Source: an optimization exercise on an open RTL-to-GDS flow (aim: small area, a short achievable clock period and few clock cycles per item). Production flows keep margins and buffers that such runs may drop. Function was checked by simulation only, so behaviour that the tests miss may differ from the original.

==> flow/config.mk <==
export PLATFORM = sky130hd
export DESIGN_NAME = cse_pixel
export DESIGN_NICKNAME = cse_pixel
export VERILOG_FILES = /design/flow/design.v
export SDC_FILE = /design/flow/constraint.sdc
export NUM_CORES = 4
export LEC_CHECK = 0
export CAP_MARGIN = 20
export CORE_MARGIN = 2
export CORE_UTILIZATION = 40
export SLEW_MARGIN = 20
==> flow/run.sh <==
#!/bin/bash
# synth_recipe.tcl (not shown) runs the flow's synth.tcl, then flattens the netlist and writes it again
# the make line also repeats each setting of config.mk as NAME=value (left out here)
make -C /OpenROAD-flow-scripts/flow DESIGN_CONFIG=/design/flow/config.mk WORK_HOME=/design/flow/orfs CLKGATE_MAP_FILE= SYNTH_SCRIPT=/design/flow/synth_recipe.tcl finish
==> flow/constraint.sdc <==
create_clock -name core_clock -period 95.0 [get_ports {clk}]
set_input_delay 19.0000 -clock core_clock [delete_from_list [all_inputs] [get_ports {clk}]]
set_output_delay 19.0000 -clock core_clock [all_outputs]
set_load 0.01 [all_outputs]
==> flow/design.v <==
module cse_tohsv (
    input  wire [7:0] a,
    input  wire [7:0] b,
    input  wire [7:0] c,
    input  wire       fwd,
    output wire [7:0] mx,
    output wire [7:0] delta,
    output wire [7:0] hb_s,     
    output wire [7:0] lb_s,
    output wire [7:0] hb_u,     
    output wire [7:0] lb_u,
    output wire [1:0] sel,      
    output wire       neg       
);
    wire [7:0] x_ab, x_ba, x_bc, x_cb, x_ca, x_ac;
    wire       g_ab, g_ba, g_bc, g_cb, g_ca, g_ac;
    cse_rca #(8) u_ab (.a(a), .b(~b), .ci(1'b0), .s(x_ab), .co(g_ab));
    cse_rca #(8) u_ba (.a(b), .b(~a), .ci(1'b0), .s(x_ba), .co(g_ba));
    cse_rca #(8) u_bc (.a(b), .b(~c), .ci(1'b0), .s(x_bc), .co(g_bc));
    cse_rca #(8) u_cb (.a(c), .b(~b), .ci(1'b0), .s(x_cb), .co(g_cb));
    cse_rca #(8) u_ca (.a(c), .b(~a), .ci(1'b0), .s(x_ca), .co(g_ca));
    cse_rca #(8) u_ac (.a(a), .b(~c), .ci(1'b0), .s(x_ac), .co(g_ac));
    wire amax = ~g_ba & ~g_ca;               
    wire bmax = ~amax & ~g_cb;               
    wire amin = ~g_ab & ~g_ac;               
    wire bmin = ~amin & ~g_bc;
    assign mx = amax ? a : bmax ? b : c;
    wire [7:0] mn = amin ? a : bmin ? b : c;
    wire [7:0] dl;
    wire       dc;
    cse_rca #(8) u_dl (.a(mx), .b(~mn), .ci(1'b1), .s(dl), .co(dc));
    assign delta = dl;
    reg [7:0] dm1;
    always @(*) begin
        if (amax)      dm1 = (amin | bmin) ? x_ab : x_ac;    
        else if (bmax) dm1 = amin ? x_ba : x_bc;
        else           dm1 = amin ? x_ca : x_cb;
    end
    wire dnz = (dl != 8'd0);
    assign hb_s = dm1 & {8{dnz}};
    assign lb_s = ~dm1 & {8{dnz}};
    wire sa = fwd ? amin : amax;
    wire sb = fwd ? bmin : bmax;
    assign sel = sa ? 2'd0 : sb ? 2'd1 : 2'd2;
    reg [7:0] am1;         
    reg       gt, lt;
    always @(*) begin
        if (sa)      begin gt = g_bc; lt = g_cb; am1 = g_bc ? x_bc : x_cb; end
        else if (sb) begin gt = g_ca; lt = g_ac; am1 = g_ca ? x_ca : x_ac; end
        else         begin gt = g_ab; lt = g_ba; am1 = g_ab ? x_ab : x_ba; end
    end
    wire anz = gt | lt;
    assign hb_u = am1 & {8{anz}};
    assign lb_u = ~am1 & {8{anz}};
    assign neg  = lt ^ fwd;
endmodule
module cse_hue (
    input  wire [1:0] sel,
    input  wire       neg,
    input  wire [7:0] u,
    output wire [7:0] h
);
    wire signed [5:0] dd = $signed({2'b00, u[3:0]}) - $signed({2'b00, u[7:4]});
    reg [4:0] rho;
    integer k;
    always @(*) begin
        rho = 5'd0;
        for (k = -15; k <= 15; k = k + 1)
            if (dd == k) rho = ((4 * k) % 17 + 17) % 17;
    end
    wire nz = (u != 8'd0);
    wire nr = neg & nz & (sel == 2'd0);
    wire ng = neg & nz & (sel != 2'd0);
    wire [4:0]  adj = ng ? ((rho == 5'd0) ? 5'd0 : 5'd17 - rho) : (5'd0 - rho);
    wire [12:0] w;
    wire        c0;
    cse_rca #(13) u_w (.a({3'b000, u, 2'b00}),
                       .b(ng ? {8'd0, adj} : {{8{adj != 5'd0}}, adj}),
                       .ci(1'b0), .s(w), .co(c0));
    wire [12:0] K = nr ? 13'd6120 : (sel == 2'd0) ? 13'd0 : (sel == 2'd1) ? 13'd2040 : 13'd4080;
    wire        sb = nr | ng;
    wire [12:0] Y;
    wire        c1;
    cse_rca #(13) u_y (.a(K), .b(sb ? ~w : w), .ci(sb), .s(Y), .co(c1));
    wire [9:0] y8 = Y[12:3];
    reg  [7:0] q3;
    reg  [1:0] r3;
    reg  [2:0] t3;
    integer j;
    always @(*) begin
        r3 = 2'd0;
        for (j = 9; j >= 0; j = j - 1) begin
            t3 = {r3, y8[j]};
            if (j < 8) q3[j] = (t3 >= 3'd3);
            r3 = (t3 >= 3'd3) ? t3 - 3'd3 : t3[1:0];
        end
    end
    assign h = (nr & (u < 8'd5)) ? 8'd0 : q3;     
endmodule
module cse_torgb_if (
    input  wire [7:0] h,
    output reg  [2:0] i,
    output wire [5:0] fq
);
    reg [8:0] base;
    always @(*) begin
        if      (h == 8'd255) begin i = 3'd0; base = 9'd510; end
        else if (h >= 8'd213) begin i = 3'd5; base = 9'd425; end
        else if (h >= 8'd170) begin i = 3'd4; base = 9'd340; end
        else if (h >= 8'd128) begin i = 3'd3; base = 9'd255; end
        else if (h >= 8'd85)  begin i = 3'd2; base = 9'd170; end
        else if (h >= 8'd43)  begin i = 3'd1; base = 9'd85;  end
        else                  begin i = 3'd0; base = 9'd0;   end
    end
    wire [8:0] us;
    wire       uc;
    cse_rca #(9) u_u (.a({h, 1'b0}), .b(~base), .ci(1'b1), .s(us), .co(uc));
    wire [6:0] uu = us[6:0];                        
    wire signed [4:0] dd = $signed({1'b0, uu[3:0]}) - $signed({2'b00, uu[6:4]});
    reg [4:0] rho;
    integer k;
    always @(*) begin
        rho = 5'd0;
        for (k = -7; k <= 15; k = k + 1)
            if (dd == k) rho = ((12 * k) % 17 + 17) % 17;
    end
    wire [5:0] y = {uu[3:0], 2'b00} + {uu[2:0], 3'b000} - {1'b0, rho};
    wire [5:0] f = y + {y[0], 5'b00000} + {y[1:0], 4'b0000};
    assign fq = i[0] ? f : 6'd59 - f;
endmodule
module cse_torgb_mul (
    input  wire [7:0]  v,
    input  wire [7:0]  s,
    input  wire [5:0]  fq,
    output wire [7:0]  pc,       
    output wire [13:0] n59
);
    wire [15:0] A;
    cse_mul #(8, 8) u_a (.a(v), .b(s), .p(A));
    wire [7:0] xs;
    wire       xc;
    cse_rca #(8) u_x (.a(A[15:8]), .b(A[7:0]), .ci(1'b0), .s(xs), .co(xc));
    wire ge = xc | (&xs);                           
    wire [7:0] p1, r2;
    wire       c1, c2;
    cse_rca #(8) u_p1 (.a(A[15:8]), .b(8'd0), .ci(ge), .s(p1), .co(c1));
    cse_rca #(8) u_r2 (.a(xs), .b(8'd0), .ci(ge), .s(r2), .co(c2));
    wire [7:0] pcs;
    wire       c3;
    cse_rca #(8) u_pc (.a(p1), .b(8'd0), .ci(r2 != 8'd0), .s(pc), .co(c3));
    wire [13:0] rf;
    cse_mul #(8, 6) u_rf (.a(r2), .b(fq), .p(rf));
    wire [7:0] zs;
    wire       zc;
    cse_rca #(8) u_z (.a({2'b00, rf[13:8]}), .b(rf[7:0]), .ci(1'b0), .s(zs), .co(zc));
    wire [1:0] cadd = {1'b0, (zs != 8'd0) | zc} + {1'b0, zc};
    wire [13:0] pf;
    cse_mul #(8, 6) u_pf (.a(p1), .b(fq), .p(pf));
    wire [13:0] t1;
    wire        c4;
    cse_rca #(14) u_t1 (.a(pf), .b({8'd0, rf[13:8]}), .ci(1'b0), .s(t1), .co(c4));
    wire        c5;
    cse_rca #(14) u_t2 (.a(t1), .b({12'd0, cadd} + 14'd58), .ci(1'b0), .s(n59), .co(c5));
endmodule
module cse_d59 (
    input  wire [5:0] rem,
    input  wire       nb,
    output wire       q,
    output wire [5:0] ro
);
    wire [6:0] t = {rem, nb};
    assign q  = (t >= 7'd59);
    assign ro = q ? t - 7'd59 : t[5:0];
endmodule
module cse_torgb_out (
    input  wire [2:0] i,
    input  wire       sz,        
    input  wire [7:0] v,
    input  wire [7:0] pc,
    input  wire [7:0] xq,        
    output reg  [7:0] r,
    output reg  [7:0] g,
    output reg  [7:0] b
);
    wire [7:0] p, x;
    wire       c1, c2;
    cse_rca #(8) u_p (.a(v), .b(~pc), .ci(1'b1), .s(p), .co(c1));
    cse_rca #(8) u_x (.a(v), .b(~xq), .ci(1'b1), .s(x), .co(c2));
    always @(*) begin
        if (sz) begin
            r = v; g = v; b = v;
        end else begin
            case (i)
                3'd0:    begin r = v; g = x; b = p; end
                3'd1:    begin r = x; g = v; b = p; end
                3'd2:    begin r = p; g = v; b = x; end
                3'd3:    begin r = p; g = x; b = v; end
                3'd4:    begin r = x; g = p; b = v; end
                default: begin r = v; g = p; b = x; end
            endcase
        end
    end
endmodule
module cse_rca #(parameter W = 8) (
    input  wire [W-1:0] a,
    input  wire [W-1:0] b,
    input  wire         ci,
    output reg  [W-1:0] s,
    output reg          co
);
    integer i;
    reg c;
    always @(*) begin
        c = ci;
        for (i = 0; i < W; i = i + 1) begin
            s[i] = a[i] ^ b[i] ^ c;
            c    = (a[i] & b[i]) | (a[i] & c) | (b[i] & c);
        end
        co = c;
    end
endmodule
module cse_mul #(parameter WA = 8, parameter WB = 8) (
    input  wire [WA-1:0]    a,
    input  wire [WB-1:0]    b,
    output wire [WA+WB-1:0] p
);
    localparam W = WA + WB;
    reg [W-1:0] s, c, z, ns, nc, res;
    reg cy;
    integer r, k;
    always @(*) begin
        s = {{WB{1'b0}}, a & {WA{b[0]}}};
        c = {W{1'b0}};
        for (r = 1; r < WB; r = r + 1) begin
            z = {{WB{1'b0}}, a & {WA{b[r]}}} << r;
            for (k = 0; k < W; k = k + 1) begin
                ns[k] = s[k] ^ c[k] ^ z[k];
                nc[k] = (s[k] & c[k]) | (s[k] & z[k]) | (c[k] & z[k]);
            end
            s = ns;
            c = {nc[W-2:0], 1'b0};
        end
        cy = 1'b0;
        for (k = 0; k < W; k = k + 1) begin
            res[k] = s[k] ^ c[k] ^ cy;
            cy     = (s[k] & c[k]) | (s[k] & cy) | (c[k] & cy);
        end
    end
    assign p = res;
endmodule
module cse_stretch (
    input  wire [7:0] x,
    input  wire [7:0] hi,
    output wire [7:0] d,
    output wire [7:0] hb,       
    output wire [7:0] lb        
);
    assign d = (hi == 8'd0) ? 8'd255 : hi;
    wire [7:0] df;
    wire       ge;              
    cse_rca #(8) u_cmp (.a(x), .b(~d), .ci(1'b1), .s(df), .co(ge));
    wire [7:0] n = ge ? d : x;
    wire [7:0] m;
    wire       mc;
    cse_rca #(8) u_dec (.a(n), .b(8'hff), .ci(1'b0), .s(m), .co(mc));
    assign hb = m & {8{mc}};    
    assign lb = ~m & {8{mc}};
endmodule
module cse_dstep (
    input  wire [7:0] rem,
    input  wire       nb,
    input  wire [7:0] d,
    output wire       q,
    output wire [7:0] ro
);
    wire [8:0] r2 = {rem, nb};
    wire [8:0] df;
    wire       co;
    cse_rca #(9) u_sub (.a(r2), .b(~{1'b0, d}), .ci(1'b1), .s(df), .co(co));
    assign q  = co;
    assign ro = co ? df[7:0] : r2[7:0];
endmodule
module cse_pixel (
    input  wire       clk,
    input  wire       rst,
    input  wire       in_valid,
    output wire       in_ready,
    input  wire [2:0] in_op,
    input  wire [7:0] in_a,
    input  wire [7:0] in_b,
    input  wire [7:0] in_c,
    input  wire [7:0] in_k,
    input  wire [7:0] in_shi,
    input  wire [7:0] in_vhi,
    output reg        out_valid,
    input  wire       out_ready,
    output reg  [7:0] out_a,
    output reg  [7:0] out_b,
    output reg  [7:0] out_c,
    output reg  [7:0] out_k
);
    localparam OP_RGB2HSV    = 3'd0;
    localparam OP_HSV2RGB    = 3'd1;
    localparam OP_SV_STRETCH = 3'd2;
    localparam OP_ENH_FWD    = 3'd3;
    localparam OP_ENH_BWD    = 3'd4;
    reg  kv;                     
    wire adv = ~kv;              
    assign in_ready = ~kv;
    reg       v0;
    reg [2:0] op0;
    reg [7:0] a0, b0, c0, k0, shi0, vhi0;
    always @(posedge clk) begin
        if (adv) begin
            op0 <= in_op; a0 <= in_a; b0 <= in_b; c0 <= in_c;
            k0 <= in_k; shi0 <= in_shi; vhi0 <= in_vhi;
        end
    end
    wire fwd1 = (op0 == OP_ENH_FWD);
    wire hsv1 = (op0 == OP_RGB2HSV) | fwd1;
    wire [7:0] mx1, dl1, hbs1, lbs1, hbu1, lbu1;
    wire [1:0] sel1;
    wire       neg1;
    cse_tohsv u_hsv (
        .a(a0), .b(b0), .c(c0), .fwd(fwd1),
        .mx(mx1), .delta(dl1), .hb_s(hbs1), .lb_s(lbs1), .hb_u(hbu1), .lb_u(lbu1),
        .sel(sel1), .neg(neg1)
    );
    wire [7:0] dsa, hsa, lsa, dsb, hsb, lsb;
    cse_stretch u_sa (.x(b0), .hi((op0 == OP_SV_STRETCH) ? shi0 : 8'd0),
                      .d(dsa), .hb(hsa), .lb(lsa));
    cse_stretch u_sb (.x(c0), .hi((op0 == OP_SV_STRETCH || op0 == OP_ENH_BWD) ? vhi0 : 8'd0),
                      .d(dsb), .hb(hsb), .lb(lsb));
    wire [2:0] i1;
    wire [5:0] fq1;
    cse_torgb_if u_if (.h(a0), .i(i1), .fq(fq1));
    wire [7:0] da1 = hsv1 ? mx1  : dsa;
    wire [7:0] ha1 = hsv1 ? hbs1 : hsa;
    wire [7:0] la1 = hsv1 ? lbs1 : lsa;
    wire [7:0] db1 = hsv1 ? dl1  : dsb;
    wire [7:0] hb1 = hsv1 ? hbu1 : hsb;
    wire [7:0] lb1 = hsv1 ? lbu1 : lsb;
    wire [8:0] x1  = hsv1 ? {6'd0, neg1, sel1} : {i1, fq1};
    wire [7:0] ra1a, ra1b, rb1a, rb1b;
    wire       qa17, qa16, qb17, qb16;
    cse_dstep u_a7 (.rem(ha1),  .nb(la1[7]), .d(da1), .q(qa17), .ro(ra1a));
    cse_dstep u_a6 (.rem(ra1a), .nb(la1[6]), .d(da1), .q(qa16), .ro(ra1b));
    cse_dstep u_b7 (.rem(hb1),  .nb(lb1[7]), .d(db1), .q(qb17), .ro(rb1a));
    cse_dstep u_b6 (.rem(rb1a), .nb(lb1[6]), .d(db1), .q(qb16), .ro(rb1b));
    reg       v1;
    reg [2:0] op1;
    reg [7:0] k1, da2, ra2, db2, rb2;
    reg [5:0] la2, lb2;
    reg [1:0] qa2, qb2;
    reg [8:0] x2;
    always @(posedge clk) begin
        if (adv) begin
            op1 <= op0; k1 <= k0; x2 <= x1;
            da2 <= da1; ra2 <= ra1b; la2 <= la1[5:0]; qa2 <= {qa17, qa16};
            db2 <= db1; rb2 <= rb1b; lb2 <= lb1[5:0]; qb2 <= {qb17, qb16};
        end
    end
    wire [7:0] ra [0:4];
    wire [7:0] rb [0:4];
    wire [3:0] qa4, qb4;
    assign ra[0] = ra2;
    assign rb[0] = rb2;
    genvar j;
    generate for (j = 0; j < 4; j = j + 1) begin : g_s2
        cse_dstep u_sa (.rem(ra[j]), .nb(la2[5-j]), .d(da2), .q(qa4[3-j]), .ro(ra[j+1]));
        cse_dstep u_sb (.rem(rb[j]), .nb(lb2[5-j]), .d(db2), .q(qb4[3-j]), .ro(rb[j+1]));
    end endgenerate
    reg       v2;
    reg [2:0] op2;
    reg [7:0] k2, da3, ra3, db3, rb3;
    reg [1:0] la3, lb3;
    reg [5:0] qa3, qb3;
    reg [8:0] x3;
    always @(posedge clk) begin
        if (adv) begin
            op2 <= op1; k2 <= k1; x3 <= x2;
            da3 <= da2; ra3 <= ra[4]; la3 <= la2[1:0]; qa3 <= {qa2, qa4};
            db3 <= db2; rb3 <= rb[4]; lb3 <= lb2[1:0]; qb3 <= {qb2, qb4};
        end
    end
    wire [7:0] ra3a, ra3b, rb3a, rb3b;
    wire       qa31, qa30, qb31, qb30;
    cse_dstep u_a1 (.rem(ra3),  .nb(la3[1]), .d(da3), .q(qa31), .ro(ra3a));
    cse_dstep u_a0 (.rem(ra3a), .nb(la3[0]), .d(da3), .q(qa30), .ro(ra3b));
    cse_dstep u_b1 (.rem(rb3),  .nb(lb3[1]), .d(db3), .q(qb31), .ro(rb3a));
    cse_dstep u_b0 (.rem(rb3a), .nb(lb3[0]), .d(db3), .q(qb30), .ro(rb3b));
    wire [7:0] qa = {qa3, qa31, qa30};
    wire [7:0] qb = {qb3, qb31, qb30};
    wire       dz3 = (db3 == 8'd0);
    wire [7:0] hue3;
    cse_hue u_hue (.sel(x3[1:0]), .neg(x3[2]), .u(qb), .h(hue3));
    wire [31:0] hsv3 = (op2 == OP_ENH_FWD) ?
        {dz3 ? 8'd0 : hue3, dz3 ? 8'd0 : 8'd255, db3, ~da3} :
        {dz3 ? 8'd0 : hue3, dz3 ? 8'd0 : qa, da3, 8'd0};
    wire [7:0]  pc3;
    wire [13:0] n3;
    cse_torgb_mul u_mul (.v(qb), .s(qa), .fq(x3[5:0]), .pc(pc3), .n59(n3));
    reg       v3;
    reg [2:0] op3;
    reg [7:0] k3, v4, pc4;
    reg [13:0] n4;
    reg [2:0] i4;
    reg       sz4;
    reg [31:0] hsv4;
    always @(posedge clk) begin
        if (adv) begin
            op3 <= op2; k3 <= k2; v4 <= qb; pc4 <= pc3; n4 <= n3; i4 <= x3[8:6];
            sz4 <= (qa == 8'd0); hsv4 <= hsv3;
        end
    end
    wire [5:0] r59 [0:8];
    wire [7:0] xq4;
    assign r59[0] = n4[13:8];
    generate for (j = 0; j < 8; j = j + 1) begin : g_59
        cse_d59 u_d (.rem(r59[j]), .nb(n4[7-j]), .q(xq4[7-j]), .ro(r59[j+1]));
    end endgenerate
    reg       v4r;
    reg [2:0] op4;
    reg [7:0] k4, v5, pc5, xq5;
    reg [2:0] i5;
    reg       sz5;
    reg [31:0] hsv5;
    always @(posedge clk) begin
        if (adv) begin
            op4 <= op3; k4 <= k3; v5 <= v4; pc5 <= pc4; xq5 <= xq4; i5 <= i4;
            sz5 <= sz4; hsv5 <= hsv4;
        end
    end
    wire [7:0] rr5, rg5, rb5;
    cse_torgb_out u_out (.i(i5), .sz(sz5), .v(v5), .pc(pc5), .xq(xq5),
                         .r(rr5), .g(rg5), .b(rb5));
    wire [7:0] er, eg, eb;
    wire       cr, cg, cb;
    cse_rca #(8) u_er (.a(~rr5), .b(~k4), .ci(1'b1), .s(er), .co(cr));
    cse_rca #(8) u_eg (.a(~rg5), .b(~k4), .ci(1'b1), .s(eg), .co(cg));
    cse_rca #(8) u_eb (.a(~rb5), .b(~k4), .ci(1'b1), .s(eb), .co(cb));
    reg [31:0] res;
    always @(*) begin
        case (op4)
            OP_RGB2HSV, OP_ENH_FWD:   res = hsv5;
            OP_HSV2RGB, OP_SV_STRETCH: res = {rr5, rg5, rb5, 8'd0};
            OP_ENH_BWD: res = {er & {8{cr}}, eg & {8{cg}}, eb & {8{cb}}, 8'd0};
            default:    res = 32'd0;
        endcase
    end
    reg [31:0] skid;
    always @(posedge clk) begin
        if (rst) begin
            v0 <= 1'b0; v1 <= 1'b0; v2 <= 1'b0; v3 <= 1'b0; v4r <= 1'b0;
            out_valid <= 1'b0; kv <= 1'b0;
        end else begin
            if (adv) begin
                v0 <= in_valid; v1 <= v0; v2 <= v1; v3 <= v2; v4r <= v3;
            end
            if (kv) begin
                if (out_ready) begin
                    out_valid <= 1'b1;
                    kv <= 1'b0;
                end
            end else if (out_ready || !out_valid) begin
                out_valid <= v4r;
            end else if (v4r) begin
                kv <= 1'b1;
            end
        end
    end
    always @(posedge clk) begin
        if (kv) begin
            if (out_ready) {out_a, out_b, out_c, out_k} <= skid;
        end else if (out_ready || !out_valid) begin
            {out_a, out_b, out_c, out_k} <= res;
        end else begin
            skid <= res;
        end
    end
endmodule
==> flow_metrics.py <==
metrics = {
    "floorplan": {
        "dieWidth_um": 284,
        "die_h_um": 284,
        "design.core.area_um2": 77600,
        "fp.dieArea_um2": 80900,
        "io_pins": 89,
        "row_count": 102,
        "start_util_pct": 40.5,
    },
    "timing": {
        "skew_ps": 30.6,
        "slew_violations": 0,
        "final.setup.tns_ps": 0,
        "rsz0062_at_grt": "no",
        "hold_slack_ps": 402,
        "slew-limit-headroom_pct": 32.5,
        "worst_pin_slew_ps": 1010,
        "fmax_mhz": 39.6,
        "fin_crit_ps": 25270,
        "setup-violations-final": 0,
        "hold_viol": 0,
        "finalCritPeriodShare_pct": 26.6,
    },
    "clocking": {
        "hold_buffers": 0,
        "post_cts_buffers": 0,
        "clockRootBuffer": "clkbuf_16",
        "htree_levels": 2,
        "cts_buffers": 46,
        "cts_buffer_depth": 3,
        "cts_tree": "done",
        "clk_latency_ps": 600,
        "clk_pin_slew_ps": 60,
        "ctsResizeCount": 0,
        "clkSinkCount": 406,
    },
    "min_path": {
        "whs_endpoint": "la3[0]",
        "min_from": "la2[0]",
        "hp-class": "reg -> reg",
        "whs_path_depth": 0,
    },
    "detailed_routing": {
        "drt_iter0_drc": 1327,
        "routed_wl_mm": 70.0,
        "vias": 20253,
        "wl_per_cell_um": 18.3,
        "postRouteAntennaNets": 0,
        "first_pass_iters": 5,
        "drc": 0,
        "avgViaCountPerCell": 5.29,
    },
    "logic_synthesis": {
        "syn_area_um2": 31500,
        "yosys_most_used_dff": "edfxtp_1",
        "synth_cells": 2673,
        "yosys_warnings": 11,
        "synth_edf_count": 399,
        "yosys-top-cells-area": "edfxtp_1 (38%), fa_1 (21%), ha_1 (5.8%)",
        "synthDominantCellAreaShare_pct": 38.1,
        "syn_avg_cell_area_um2": 11.8,
        "yosys.area.top_type": "edfxtp_1",
        "syn-num-nets": 3199,
        "synthDistinctLibCells": 107,
        "synth_seq_area_share_pct": 38.5,
        "ys_ff_latch": 406,
        "yosysMostFrequentCell": "edfxtp_1",
        "synthTopCellsByCount": "edfxtp_1 (399), fa_1 (325), inv_1 (305)",
        "synthArstFlopShare_pct": 0,
    },
    "critical_path": {
        "crit_required_ps": 95350,
        "r2r_end": "n4[13]",
        "crit_path_max_fanout": 20,
        "startpoint": "la3[1]",
        "critPathSlowestCell": "fa_1",
        "ff2ff_path_depth": 98,
        "r2r_start": "la3[1]",
        "crit_top_cell": "fa_1",
        "endpoint_kind": "flip-flop",
        "worstSetupPathType": "reg -> reg",
        "max_stage_delay_ps": 540,
        "critPathArrivalTime_ps": 25610,
        "r2r_slack_ps": 69730,
        "startpoint_type": "flip-flop",
    },
    "cells_and_area": {
        "seq_area_um2": 12100,
        "multi_input_area_um2": 17800,
        "fin_nets": 3278,
        "fillCellCount": 7147,
        "postLayoutCoreUtil_pct": 45.2,
        "n_antenna_cell": 0,
        "syn2layout_area_growth_pct": 11.5,
        "drive_gt1_share_pct": 8.07,
    },
    "run_status": {
        "status": "finished clean",
    },
    "placement": {
        "place_hpwl_mm": 54.5,
        "io_buffer_count": 88,
        "place_congestion": 0.887,
    },
    "run": {
        "cap_violations": 0,
    },
    "global_routing": {
        "antenna_found_initial": 0,
        "grt_max_degree": 171,
        "grt-ovfl-total": 0,
        "grt_pass1_wl_mm": 115,
        "grt_use_total_pct": 17.6,
        "grt_pass1_vias": 21180,
    },
}
-- through the flow --
stage / setup WS (ps) / std cells / cell area [um2]
2_1_floorplan: 65990 / 2673 / 31500
3_3_place_gp: 70140 / 3744 / 33500
3_5_place_dp: 69750 / 3744 / 33500
4_1_cts: 69710 / 3827 / 35100
5_1_grt: 68380 / 3827 / 35100
6_report: 69730 / 3827 / 35100
-- routing by layer --
layer	part of all wire [%]	vias up	track usage (%)
met3	3.8	119	2.41
met5	0	-	0
met4	3.1	0	5.34
li1	-	9521	-
met1	45	10175	23.9
met2	48	438	29.4
-- worst max path at each step --
stage,cells past startpoint,end,slack [ps]
after global placement,98,n4[13],70140
after CTS,98,n4[13],69710
after global routing,98,n4[13],68380
final,98,n4[13],69730
after floorplan,3,in_ready,65990
after detailed placement,98,n4[13],69750
-- sequential cells by signal, summed over array words and instances (netlist names), 9 cells and up --
signal and cells:
hsv4 32, hsv5 32, n4 14, skid 32, x2 9, x3 9
-- cells by family after synthesis --
kind of cell | synth area share (%)
buffers and inverters | 4.76
AND/OR/NAND/NOR | 10.0
AO/OA/AOI/OAI | 10.0
adder cells (fa/ha/maj) | 27.4
flip-flops | 38.5
XOR/XNOR | 2.59
multiplexers | 6.66
-- cells in the final DEF (no fill, tap or decap), types with 78 or more instances in the layout --
master           count
edfxtp_1           399
fa_1               325
inv_1              305
nand2_1            195
nor2_1             146
ha_1               146
a21oi_1            118
o21ai_0            110
mux2i_1            104
and2_1              95
clkdlybuf4s50_1     88
mux2_2              78
-- critical path, delay by kind of cell, from the launching register on --
family / cells / cell delay (ps)
compound gates: 6 / 1190
buf+inv: 19 / 1170
fa+ha+maj: 64 / 20090
flops: 1 / 380
xor+xnor: 3 / 680
simple gates: 6 / 1490
-- area by class of cell --
class                   instances  area share, %
flip-flops and latches        406           34.6
clock inverters                22          0.724
multi-input cells            1873           50.9
clock buffers                  61           3.62
repair buffers                116           3.15
inverters                     309           3.33
well taps                    1040           3.71
Testbench counts, summed over its fixed seeds: cycles 32,048, items 32,000.

==> separate check: timing with driven ports <==
How much do the figures lean on ideal ports? The routed layout below was timed once more, with nothing changed but the port constraints. Step 1 assumes that a clkbuf_16 drives the clock port and a buf_2 every other input. Step 2 adds t to the input delays and takes it off the output delays; t is the mean of the earliest and latest rising clock arrival at the registers after step 1. Input paths then give back, and output paths get back, about the clock's delay inside the block. Three values: ideal ports, drivers, drivers and shift; two values: the first two.
shift t [ns]: 0.645
setup slack, ns: 69.733 / 69.733 / 69.733
worst setup path after step 2: register to register
latest minus earliest clock arrival (ns): 0.030 / 0.030
pins driven straight from the clock port: 1
After both steps setup and hold are still met in this run. For this run, drivers alone change the setup slack by 0.000 ns; drivers and shift together by 0.000 ns.
